Background: an optimization exercise with open tools, aiming at small area, a short achievable clock period and few clock cycles per item. Do not read the settings as production practice. Where RTL was checked, it was by simulation tests only, not by an equivalence proof against the original.

==> inputs of delta <==
==> flow/design.v <==
module spu_adpcm_decoder (
    input  wire         clk,
    input  wire         rst,           
    input  wire         in_valid,
    output wire         in_ready,
    input  wire [4:0]   in_voice,      
    input  wire [127:0] in_block,      
    output wire         out_valid,
    input  wire         out_ready,
    output wire [15:0]  out_sample,    
    output wire [4:0]   out_voice,
    output wire [4:0]   out_index,     
    output wire [2:0]   out_flags      
);
    localparam NV = 24;
    localparam W  = 23;                
    localparam AW = 29;                
    localparam HW = 2 * W;             
    reg [NV*HW-1:0] ring;              
    reg [4:0]       pos;               
    reg             sweep;             
    wire [4:0]      pos_n = (pos == NV - 1) ? 5'd0 : pos + 5'd1;
    reg [HW-1:0]    pnd;               
    reg [4:0]       pnd_voice;
    reg             pnd_v;
    reg [HW-1:0]    fet;               
    reg             fet_v;
    wire            wb_hit  = pnd_v && (pos == pnd_voice);
    wire [HW-1:0]   head_in = sweep ? {HW{1'b0}} : (wb_hit ? pnd : ring[HW-1:0]);
    always @(posedge clk)
        ring <= {head_in, ring[NV*HW-1:HW]};
    always @(posedge clk) begin
        if (rst) begin
            pos   <= NV - 1;
            sweep <= 1'b1;
        end else begin
            pos <= pos_n;
            if (pos == NV - 2) sweep <= 1'b0;
        end
    end
    reg [111:0] b_nib;
    reg [3:0]   b_shift;
    reg [3:0]   b_filt;               
    reg [2:0]   b_flags;
    reg [4:0]   b_voice;
    reg         bfull;                
    reg         in_ready_r;
    wire in_fire = in_valid && in_ready_r;
    wire [2:0] in_f = in_block[6:4];
    wire [3:0] in_filt = {in_f[2], in_f == 3'd3, in_f == 3'd2, in_f == 3'd1};
    reg         cw;                    
    reg [4:0]   cidx;                  
    reg [15:0]  craw;                  
    reg [3:0]   cn2;                   
    reg [3:0]   cshift;
    reg [3:0]   cf;                    
    reg [2:0]   cflags;
    reg [4:0]   curv;                  
    reg         curv_v;
    reg [W-1:0] l0;                    
    reg         out_v;
    reg [W-1:0] out_pred;
    reg [4:0]   out_voice_r;
    reg [4:0]   out_index_r;
    reg [2:0]   out_flags_r;
    reg        nsr;
    reg        swp;
    wire       emit   = !cw && (!out_v || out_ready);
    wire       start  = nsr && (cw || emit);
    wire       swap   = start && swp;
    wire       adv    = start || (emit && cidx != 5'd27);
    wire [4:0]  ridx   = cidx + 5'd2;
    wire [3:0]  b_next = b_nib[ridx*4 +: 4];
    reg  fhit;
    function [2*AW-1:0] csa;
        input [AW-1:0] a, b, c;
        begin
            csa[AW-1:0]    = a ^ b ^ c;
            csa[2*AW-1:AW] = ((a & b) | (a & c) | (b & c)) << 1;
        end
    endfunction
    reg  [AW-1:0] q;
    wire [AW-1:0] x0 = {{(AW-W){l0[W-1]}}, l0};
    wire f1 = cf[0], f2 = cf[1], f3 = cf[2], f4 = cf[3];
    wire [AW-1:0] rA = ({AW{f1}} & (x0 << 6)) | ({AW{f2 | f3 | f4}} & (x0 << 7));
    wire [AW-1:0] rB = ({AW{f1 | f4}} & ~(x0 << 2)) | ({AW{f2}} & ~(x0 << 3)) | ({AW{f3}} & ~(x0 << 5));
    wire [AW-1:0] rC = ({AW{f2}} & ~(x0 << 2)) | ({AW{f3}} & (x0 << 1)) | ({AW{f4}} & ~(x0 << 1));
    wire [AW-1:0] rD = {AW{f2}} & ~x0;
    wire [2*AW-1:0] s1 = csa(rA, rB, rC);
    wire [2*AW-1:0] s2 = csa(s1[AW-1:0], s1[2*AW-1:AW], rD);
    wire [2*AW-1:0] s3 = csa(s2[AW-1:0], s2[2*AW-1:AW], q);
    wire [AW-1:0]   ax = s3[AW-1:0];
    wire [AW-1:0]   ay = s3[2*AW-1:AW];
    wire [AW-1:0] acc = ax + ay;
    wire          neg = acc[AW-1];
    wire [AW-1:0] rR  = {{(AW-22){craw[15]}}, craw, 6'd0};
    wire [2*AW-1:0] t0s = csa(ax, ay, rR);
    wire [2*AW-1:0] t1s = csa(ax, ay, rR | 63);
    wire [AW-1:0] t0 = t0s[AW-1:0] + t0s[2*AW-1:AW];
    wire [AW-1:0] t1 = t1s[AW-1:0] + t1s[2*AW-1:AW];
    wire [W-1:0]  pred = neg ? t1[W+5:6] : t0[W+5:6];
    wire [W-1:0]  qv  = swp ? fet[HW-1:W] : l0;
    wire [3:0]    qf  = nsr ? b_filt : cf;
    wire [AW-1:0] x1  = {{(AW-W){qv[W-1]}}, qv};
    wire g1 = qf[0], g2 = qf[1], g3 = qf[2], g4 = qf[3];
    wire [AW-1:0] rE = {AW{g2 | g3 | g4}} & ~(x1 << 6);
    wire [AW-1:0] rF = ({AW{g2 | g3}} & (x1 << 3)) | ({AW{g4}} & (x1 << 2));
    wire [AW-1:0] rG = ({AW{g2}} & (x1 << 2)) | ({AW{g3}} & x1);
    wire [AW-1:0] rK = 32 + (g1 ? 1 : 0) + (g2 ? 4 : 0) + (g3 ? 2 : 0) + (g4 ? 3 : 0);
    wire [2*AW-1:0] u1 = csa(rE, rF, rG);
    wire [2*AW-1:0] u2 = csa(u1[AW-1:0], u1[2*AW-1:AW], rK);
    wire [AW-1:0] q_n = u2[AW-1:0] + u2[2*AW-1:AW];
    function [15:0] rawof;
        input [3:0] n;
        input [3:0] sh;
        begin
            rawof = $signed({n, 12'd0}) >>> sh;
        end
    endfunction
    always @(posedge clk) begin
        if (start) begin
            cidx   <= 5'd0;
            craw   <= rawof(b_nib[3:0], b_shift);
            cn2    <= b_nib[7:4];
            cshift <= b_shift;
            cf     <= b_filt;
            cflags <= b_flags;
            curv   <= b_voice;
        end else if (emit && cidx != 5'd27) begin
            cidx <= cidx + 5'd1;
            craw <= rawof(cn2, cshift);
            cn2  <= b_next;
        end
        if (adv) begin
            l0 <= swp ? fet[W-1:0] : pred;
            q  <= q_n;
        end
        if (swap && curv_v) begin
            pnd       <= {l0, pred};
            pnd_voice <= curv;
        end
        if (fhit)
            fet <= head_in;
        if (emit) begin
            out_pred    <= pred;
            out_voice_r <= curv;
            out_index_r <= cidx;
            out_flags_r <= cflags;
        end
        if (in_ready_r) begin
            b_nib   <= in_block[127:16];
            b_shift <= in_block[3:0];
            b_filt  <= in_filt;
            b_flags <= in_block[10:8];
            b_voice <= in_voice;
        end
    end
    wire bfull_n  = bfull ? !start : in_fire;
    wire cw_n     = start ? 1'b0 : (emit && cidx == 5'd27) ? 1'b1 : cw;
    wire [4:0] cidx_n = start ? 5'd0 : (emit && cidx != 5'd27) ? cidx + 5'd1 : cidx;
    wire curv_v_n = curv_v || start;
    wire [4:0] curv_n = start ? b_voice : curv;
    wire fet_v_n  = swap ? 1'b0 : (fet_v || fhit);
    always @(posedge clk) begin
        if (rst) begin
            bfull      <= 1'b0;
            cw         <= 1'b1;
            curv_v     <= 1'b0;
            fet_v      <= 1'b0;
            fhit       <= 1'b0;
            nsr        <= 1'b0;
            swp        <= 1'b0;
            pnd_v      <= 1'b0;
            out_v      <= 1'b0;
            in_ready_r <= 1'b0;
        end else begin
            bfull  <= bfull_n;
            cw     <= cw_n;
            curv_v <= curv_v_n;
            fet_v  <= fet_v_n;
            nsr    <= bfull_n && (cw_n || cidx_n == 5'd27);
            swp    <= bfull_n && (cw_n || cidx_n == 5'd27) &&
                      !(curv_v_n && (bfull ? b_voice : in_voice) == curv_n);
            fhit   <= in_valid && !in_fire && !bfull_n && !fet_v_n &&
                      !(curv_v_n && in_voice == curv_n) && (pos_n == in_voice);
            if (swap && curv_v)
                pnd_v <= 1'b1;
            else if (wb_hit && !sweep)
                pnd_v <= 1'b0;
            if (emit)
                out_v <= 1'b1;
            else if (out_ready)
                out_v <= 1'b0;
            in_ready_r <= in_valid && !in_fire && !bfull_n &&
                          (cw_n || cidx_n == 5'd26 || cidx_n == 5'd27) &&
                          ((curv_v_n && in_voice == curv_n) || fet_v_n);
        end
    end
    wire in_range = (out_pred[W-1:15] == {(W-15){1'b0}}) || (out_pred[W-1:15] == {(W-15){1'b1}});
    assign in_ready   = in_ready_r;
    assign out_valid  = out_v;
    assign out_sample = in_range ? out_pred[15:0] : (out_pred[W-1] ? 16'h8000 : 16'h7fff);
    assign out_voice  = out_voice_r;
    assign out_index  = out_index_r;
    assign out_flags  = out_flags_r;
endmodule
==> flow/flow/run.sh <==
#!/bin/bash
# Standard ORFS layout; timing repair aims for a setup slack of 9 ns on
# the design's own constraints (the period is unchanged).
set -euo pipefail
export SETUP_SLACK_MARGIN=9
bash standard.sh > flow_standard.log 2>&1
==> flow/standard.sh <==
#!/bin/bash
# synth_recipe.tcl (not shown) runs the flow's synth.tcl, then flattens the netlist and writes it again
# the make line also repeats each setting of config.mk as NAME=value (left out here)
make -C /OpenROAD-flow-scripts/flow DESIGN_CONFIG=/design/flow/config.mk WORK_HOME=/design/flow/orfs CLKGATE_MAP_FILE= SYNTH_SCRIPT=/design/flow/synth_recipe.tcl "${@:-finish}"
==> flow/config.mk <==
export PLATFORM = sky130hd
export DESIGN_NAME = spu_adpcm_decoder
export DESIGN_NICKNAME = spu_adpcm_decoder
export VERILOG_FILES = /design/flow/design.v
export SDC_FILE = /design/flow/constraint.sdc
export NUM_CORES = 4
export LEC_CHECK = 0
export CAP_MARGIN = 20
export CORE_MARGIN = 2
export CORE_UTILIZATION = 40
export SLEW_MARGIN = 20
==> flow/constraint.sdc <==
create_clock -name core_clock -period 14.5 [get_ports {clk}]
set_input_delay 2.9000 -clock core_clock [delete_from_list [all_inputs] [get_ports {clk}]]
set_output_delay 2.9000 -clock core_clock [all_outputs]
set_load 0.01 [all_outputs]
==> inputs of sierra, as changes to delta <==
==> flow/design.v, changed modules only <==
module spu_adpcm_decoder (
    input  wire         clk,
    input  wire         rst,           
    input  wire         in_valid,
    output wire         in_ready,
    input  wire [4:0]   in_voice,      
    input  wire [127:0] in_block,      
    output wire         out_valid,
    input  wire         out_ready,
    output wire [15:0]  out_sample,    
    output wire [4:0]   out_voice,
    output wire [4:0]   out_index,     
    output wire [2:0]   out_flags      
);
    localparam NV = 24;
    localparam W  = 23;                
    localparam AW = 29;                
    localparam HW = 2 * W;             
    reg [NV*HW-1:0] ring;              
    reg [4:0]       pos;               
    reg             sweep;             
    reg [HW-1:0]    pnd;               
    reg [4:0]       pnd_voice;
    reg             pnd_v;
    reg [HW-1:0]    fet;               
    reg             fet_v;
    wire            wb_hit  = pnd_v && (pos == pnd_voice);
    wire [HW-1:0]   head_in = sweep ? {HW{1'b0}} : (wb_hit ? pnd : ring[HW-1:0]);
    always @(posedge clk)
        ring <= {head_in, ring[NV*HW-1:HW]};
    always @(posedge clk) begin
        if (rst) begin
            pos   <= 5'd0;
            sweep <= 1'b1;
        end else begin
            pos <= (pos == NV - 1) ? 5'd0 : pos + 5'd1;
            if (pos == NV - 1) sweep <= 1'b0;
        end
    end
    reg [111:0] b_nib;
    reg [3:0]   b_shift;
    reg [3:0]   b_filt;               
    reg [2:0]   b_flags;
    reg [4:0]   b_voice;
    reg         bfull;                
    reg         in_ready_r;
    wire in_fire = in_valid && in_ready_r;
    wire [2:0] in_f = in_block[6:4];
    wire [3:0] in_filt = {in_f[2], in_f == 3'd3, in_f == 3'd2, in_f == 3'd1};
    reg         cw;                    
    reg [4:0]   cidx;                  
    reg [15:0]  craw;                  
    reg [3:0]   cn2;                   
    reg [3:0]   cshift;
    reg [3:0]   cf;                    
    reg [2:0]   cflags;
    reg [4:0]   curv;                  
    reg         curv_v;
    reg [W-1:0] l0;
    reg [W-1:0] l1;
    reg         out_v;
    reg [W-1:0] out_pred;
    reg [4:0]   out_voice_r;
    reg [4:0]   out_index_r;
    reg [2:0]   out_flags_r;
    wire [AW-1:0] x0 = {{(AW-W){l0[W-1]}}, l0};
    wire [AW-1:0] x1 = {{(AW-W){l1[W-1]}}, l1};
    wire f1 = cf[0], f2 = cf[1], f3 = cf[2], f4 = cf[3];
    wire [AW-1:0] rA = ({AW{f1}} & (x0 << 6)) | ({AW{f2 | f3 | f4}} & (x0 << 7));
    wire [AW-1:0] rB = ({AW{f1 | f4}} & ~(x0 << 2)) | ({AW{f2}} & ~(x0 << 3)) | ({AW{f3}} & ~(x0 << 5));
    wire [AW-1:0] rC = ({AW{f2}} & ~(x0 << 2)) | ({AW{f3}} & (x0 << 1)) | ({AW{f4}} & ~(x0 << 1));
    wire [AW-1:0] rD = {AW{f2}} & ~x0;
    wire [AW-1:0] rE = {AW{f2 | f3 | f4}} & ~(x1 << 6);
    wire [AW-1:0] rF = ({AW{f2 | f3}} & (x1 << 3)) | ({AW{f4}} & (x1 << 2));
    wire [AW-1:0] rG = ({AW{f2}} & (x1 << 2)) | ({AW{f3}} & x1);
    wire [AW-1:0] rK = 32 + (f1 ? 1 : 0) + (f2 ? 4 : 0) + (f3 ? 2 : 0) + (f4 ? 3 : 0);
    function [2*AW-1:0] csa;
        input [AW-1:0] a, b, c;
        begin
            csa[AW-1:0]    = a ^ b ^ c;
            csa[2*AW-1:AW] = ((a & b) | (a & c) | (b & c)) << 1;
        end
    endfunction
    wire [2*AW-1:0] s1a = csa(rA, rB, rC);
    wire [2*AW-1:0] s1b = csa(rD, rE, rF);
    wire [2*AW-1:0] s2a = csa(s1a[AW-1:0], s1a[2*AW-1:AW], s1b[AW-1:0]);
    wire [2*AW-1:0] s2b = csa(s1b[2*AW-1:AW], rG, rK);
    wire [2*AW-1:0] s3  = csa(s2a[AW-1:0], s2a[2*AW-1:AW], s2b[AW-1:0]);
    wire [2*AW-1:0] s4  = csa(s3[AW-1:0], s3[2*AW-1:AW], s2b[2*AW-1:AW]);
    wire [AW-1:0]   ax  = s4[AW-1:0];
    wire [AW-1:0]   ay  = s4[2*AW-1:AW];
    wire [AW-1:0] acc = ax + ay;
    wire          neg = acc[AW-1];
    wire [AW-1:0] rR  = {{(AW-22){craw[15]}}, craw, 6'd0};
    wire [2*AW-1:0] t0s = csa(ax, ay, rR);
    wire [2*AW-1:0] t1s = csa(ax, ay, rR | 63);
    wire [AW-1:0] t0 = t0s[AW-1:0] + t0s[2*AW-1:AW];
    wire [AW-1:0] t1 = t1s[AW-1:0] + t1s[2*AW-1:AW];
    wire [W-1:0]  pred = neg ? t1[W+5:6] : t0[W+5:6];
    function [15:0] rawof;
        input [3:0] n;
        input [3:0] sh;
        begin
            rawof = $signed({n, 12'd0}) >>> sh;
        end
    endfunction
    wire       emit   = !cw && (!out_v || out_ready);
    wire       start  = bfull && (cw || (emit && cidx == 5'd27));
    wire       same   = curv_v && (b_voice == curv);
    wire       swap   = start && !same;
    wire [4:0]  ridx   = cidx + 5'd2;
    wire [3:0]  b_next = b_nib[ridx*4 +: 4];
    wire fwant = in_valid && !bfull && !fet_v && !(curv_v && in_voice == curv);
    wire fhit  = fwant && (pos == in_voice);
    always @(posedge clk) begin
        if (start) begin
            cidx   <= 5'd0;
            craw   <= rawof(b_nib[3:0], b_shift);
            cn2    <= b_nib[7:4];
            cshift <= b_shift;
            cf     <= b_filt;
            cflags <= b_flags;
            curv   <= b_voice;
        end else if (emit && cidx != 5'd27) begin
            cidx <= cidx + 5'd1;
            craw <= rawof(cn2, cshift);
            cn2  <= b_next;
        end
        if (swap) begin
            l0 <= fet[W-1:0];
            l1 <= fet[HW-1:W];
        end else if (start || (emit && cidx != 5'd27)) begin
            l0 <= pred;
            l1 <= l0;
        end
        if (swap && curv_v) begin
            pnd       <= {l0, pred};
            pnd_voice <= curv;
        end
        if (fhit)
            fet <= head_in;
        if (emit) begin
            out_pred    <= pred;
            out_voice_r <= curv;
            out_index_r <= cidx;
            out_flags_r <= cflags;
        end
        if (in_ready_r) begin
            b_nib   <= in_block[127:16];
            b_shift <= in_block[3:0];
            b_filt  <= in_filt;
            b_flags <= in_block[10:8];
            b_voice <= in_voice;
        end
    end
    wire bfull_n  = bfull ? !start : in_fire;
    wire cw_n     = start ? 1'b0 : (emit && cidx == 5'd27) ? 1'b1 : cw;
    wire [4:0] cidx_n = start ? 5'd0 : (emit && cidx != 5'd27) ? cidx + 5'd1 : cidx;
    wire curv_v_n = curv_v || start;
    wire [4:0] curv_n = start ? b_voice : curv;
    wire fet_v_n  = swap ? 1'b0 : (fet_v || fhit);
    always @(posedge clk) begin
        if (rst) begin
            bfull      <= 1'b0;
            cw         <= 1'b1;
            curv_v     <= 1'b0;
            fet_v      <= 1'b0;
            pnd_v      <= 1'b0;
            out_v      <= 1'b0;
            in_ready_r <= 1'b0;
        end else begin
            bfull  <= bfull_n;
            cw     <= cw_n;
            curv_v <= curv_v_n;
            fet_v  <= fet_v_n;
            if (swap && curv_v)
                pnd_v <= 1'b1;
            else if (wb_hit && !sweep)
                pnd_v <= 1'b0;
            if (emit)
                out_v <= 1'b1;
            else if (out_ready)
                out_v <= 1'b0;
            in_ready_r <= in_valid && !in_fire && !bfull_n &&
                          (cw_n || cidx_n == 5'd26 || cidx_n == 5'd27) &&
                          ((curv_v_n && in_voice == curv_n) || fet_v_n);
        end
    end
    wire in_range = (out_pred[W-1:15] == {(W-15){1'b0}}) || (out_pred[W-1:15] == {(W-15){1'b1}});
    assign in_ready   = in_ready_r;
    assign out_valid  = out_v;
    assign out_sample = in_range ? out_pred[15:0] : (out_pred[W-1] ? 16'h8000 : 16'h7fff);
    assign out_voice  = out_voice_r;
    assign out_index  = out_index_r;
    assign out_flags  = out_flags_r;
endmodule
==> flow/run.sh (new file) <==
#!/bin/bash
# synth_recipe.tcl (not shown) runs the flow's synth.tcl, then flattens the netlist and writes it again
# the make line also repeats each setting of config.mk as NAME=value (left out here)
make -C /OpenROAD-flow-scripts/flow DESIGN_CONFIG=/design/flow/config.mk WORK_HOME=/design/flow/orfs CLKGATE_MAP_FILE= SYNTH_SCRIPT=/design/flow/synth_recipe.tcl finish
- ABC_CLOCK_PERIOD_IN_PS: not set -> 3000
- CORE_UTILIZATION: 40 -> 60
- CTS_BUF_LIST: not set -> sky130_fd_sc_hd__clkbuf_4 sky130_fd_sc_hd__clkbuf_8
removed: flow/flow/run.sh
removed: flow/standard.sh
==> inputs of yarrow, as changes to delta <==
--- a/flow/design.v
+++ b/flow/design.v
@@ -51,5 +51,5 @@
     reg         cw;                    
     reg [4:0]   cidx;                  
-    reg [15:0]  craw;                  
+    reg [3:0]   cn;                    
     reg [3:0]   cn2;                   
     reg [3:0]   cshift;
@@ -94,5 +94,6 @@
     wire [AW-1:0] acc = ax + ay;
     wire          neg = acc[AW-1];
-    wire [AW-1:0] rR  = {{(AW-22){craw[15]}}, craw, 6'd0};
+    wire [15:0]   raw = $signed({cn, 12'd0}) >>> cshift;
+    wire [AW-1:0] rR  = {{(AW-22){raw[15]}}, raw, 6'd0};
     wire [2*AW-1:0] t0s = csa(ax, ay, rR);
     wire [2*AW-1:0] t1s = csa(ax, ay, rR | 63);
@@ -111,15 +112,8 @@
     wire [2*AW-1:0] u2 = csa(u1[AW-1:0], u1[2*AW-1:AW], rK);
     wire [AW-1:0] q_n = u2[AW-1:0] + u2[2*AW-1:AW];
-    function [15:0] rawof;
-        input [3:0] n;
-        input [3:0] sh;
-        begin
-            rawof = $signed({n, 12'd0}) >>> sh;
-        end
-    endfunction
     always @(posedge clk) begin
         if (start) begin
             cidx   <= 5'd0;
-            craw   <= rawof(b_nib[3:0], b_shift);
+            cn     <= b_nib[3:0];
             cn2    <= b_nib[7:4];
             cshift <= b_shift;
@@ -129,5 +123,5 @@
         end else if (emit && cidx != 5'd27) begin
             cidx <= cidx + 5'd1;
-            craw <= rawof(cn2, cshift);
+            cn   <= cn2;
             cn2  <= b_next;
         end
==> flow/flow/run.sh (replaced) <==
#!/bin/bash
# Standard ORFS layout (the standard.sh) with: timing repair aiming for
# 9 ns of setup slack on the design's own constraints (the clock period is
# unchanged), the smallest buffer on the ports, and a clock tree without
# dummy loads. make's full output goes to flow_standard.log here; each
# tool's own log is under orfs/logs.
set -euo pipefail
export SETUP_SLACK_MARGIN=9
export BUFFER_PORTS_ARGS="-buffer_cell sky130_fd_sc_hd__buf_1"
export CTS_ARGS="-sink_clustering_enable -repair_clock_nets -dont_use_dummy_load -sink_clustering_size 22 -sink_clustering_max_diameter 80 -buf_list sky130_fd_sc_hd__clkbuf_16"
bash standard.sh > flow_standard.log 2>&1
==> comparison <==
delta produced a clean layout. sierra completed with no timing, DRC or antenna violations. yarrow ran to the end with no violations. Hold slack: delta > sierra > yarrow. Clock skew: yarrow > sierra > delta. The lowest sequential cell count belongs to yarrow, the highest to delta. Critical path depth, lowest first: yarrow, sierra, delta.
Testbench counts of yarrow, summed over its fixed seeds: cycles 35,880, blocks 1,280.
For delta and sierra, only the layout was checked, not whether the RTL still works.

-- static timing again, ports no longer ideal --
No port has a modelled driver above. Below, the same layouts with a new extraction and two added sets of constraints. Step 1 sets driving cells, clkbuf_16 on the clock port and buf_2 on the other inputs (assumed; they add their load-dependent delay and slew). Step 2 times the ports against the registers' clock, not the clock port: input delays grow and output delays shrink by t, the midpoint of the rising clock arrivals with the driver on. Three values: no drivers, after step 1, after step 2; two values: the first two.
| run | shift t [ns] | slack for setup (ns) | worst setup path after step 2 | latest minus earliest clock arrival (ns) |
|---|---|---|---|---|
| delta | 0.805 | 8.255 / 8.255 / 8.255 | register to register | 0.031 / 0.031 |
| sierra | 0.875 | 6.515 / 6.515 / 6.515 | register to register | 0.082 / 0.083 |
| yarrow | 0.686 | 8.286 / 8.286 / 8.286 | register to register | 0.081 / 0.082 |
After both steps every run listed still meets setup and hold.
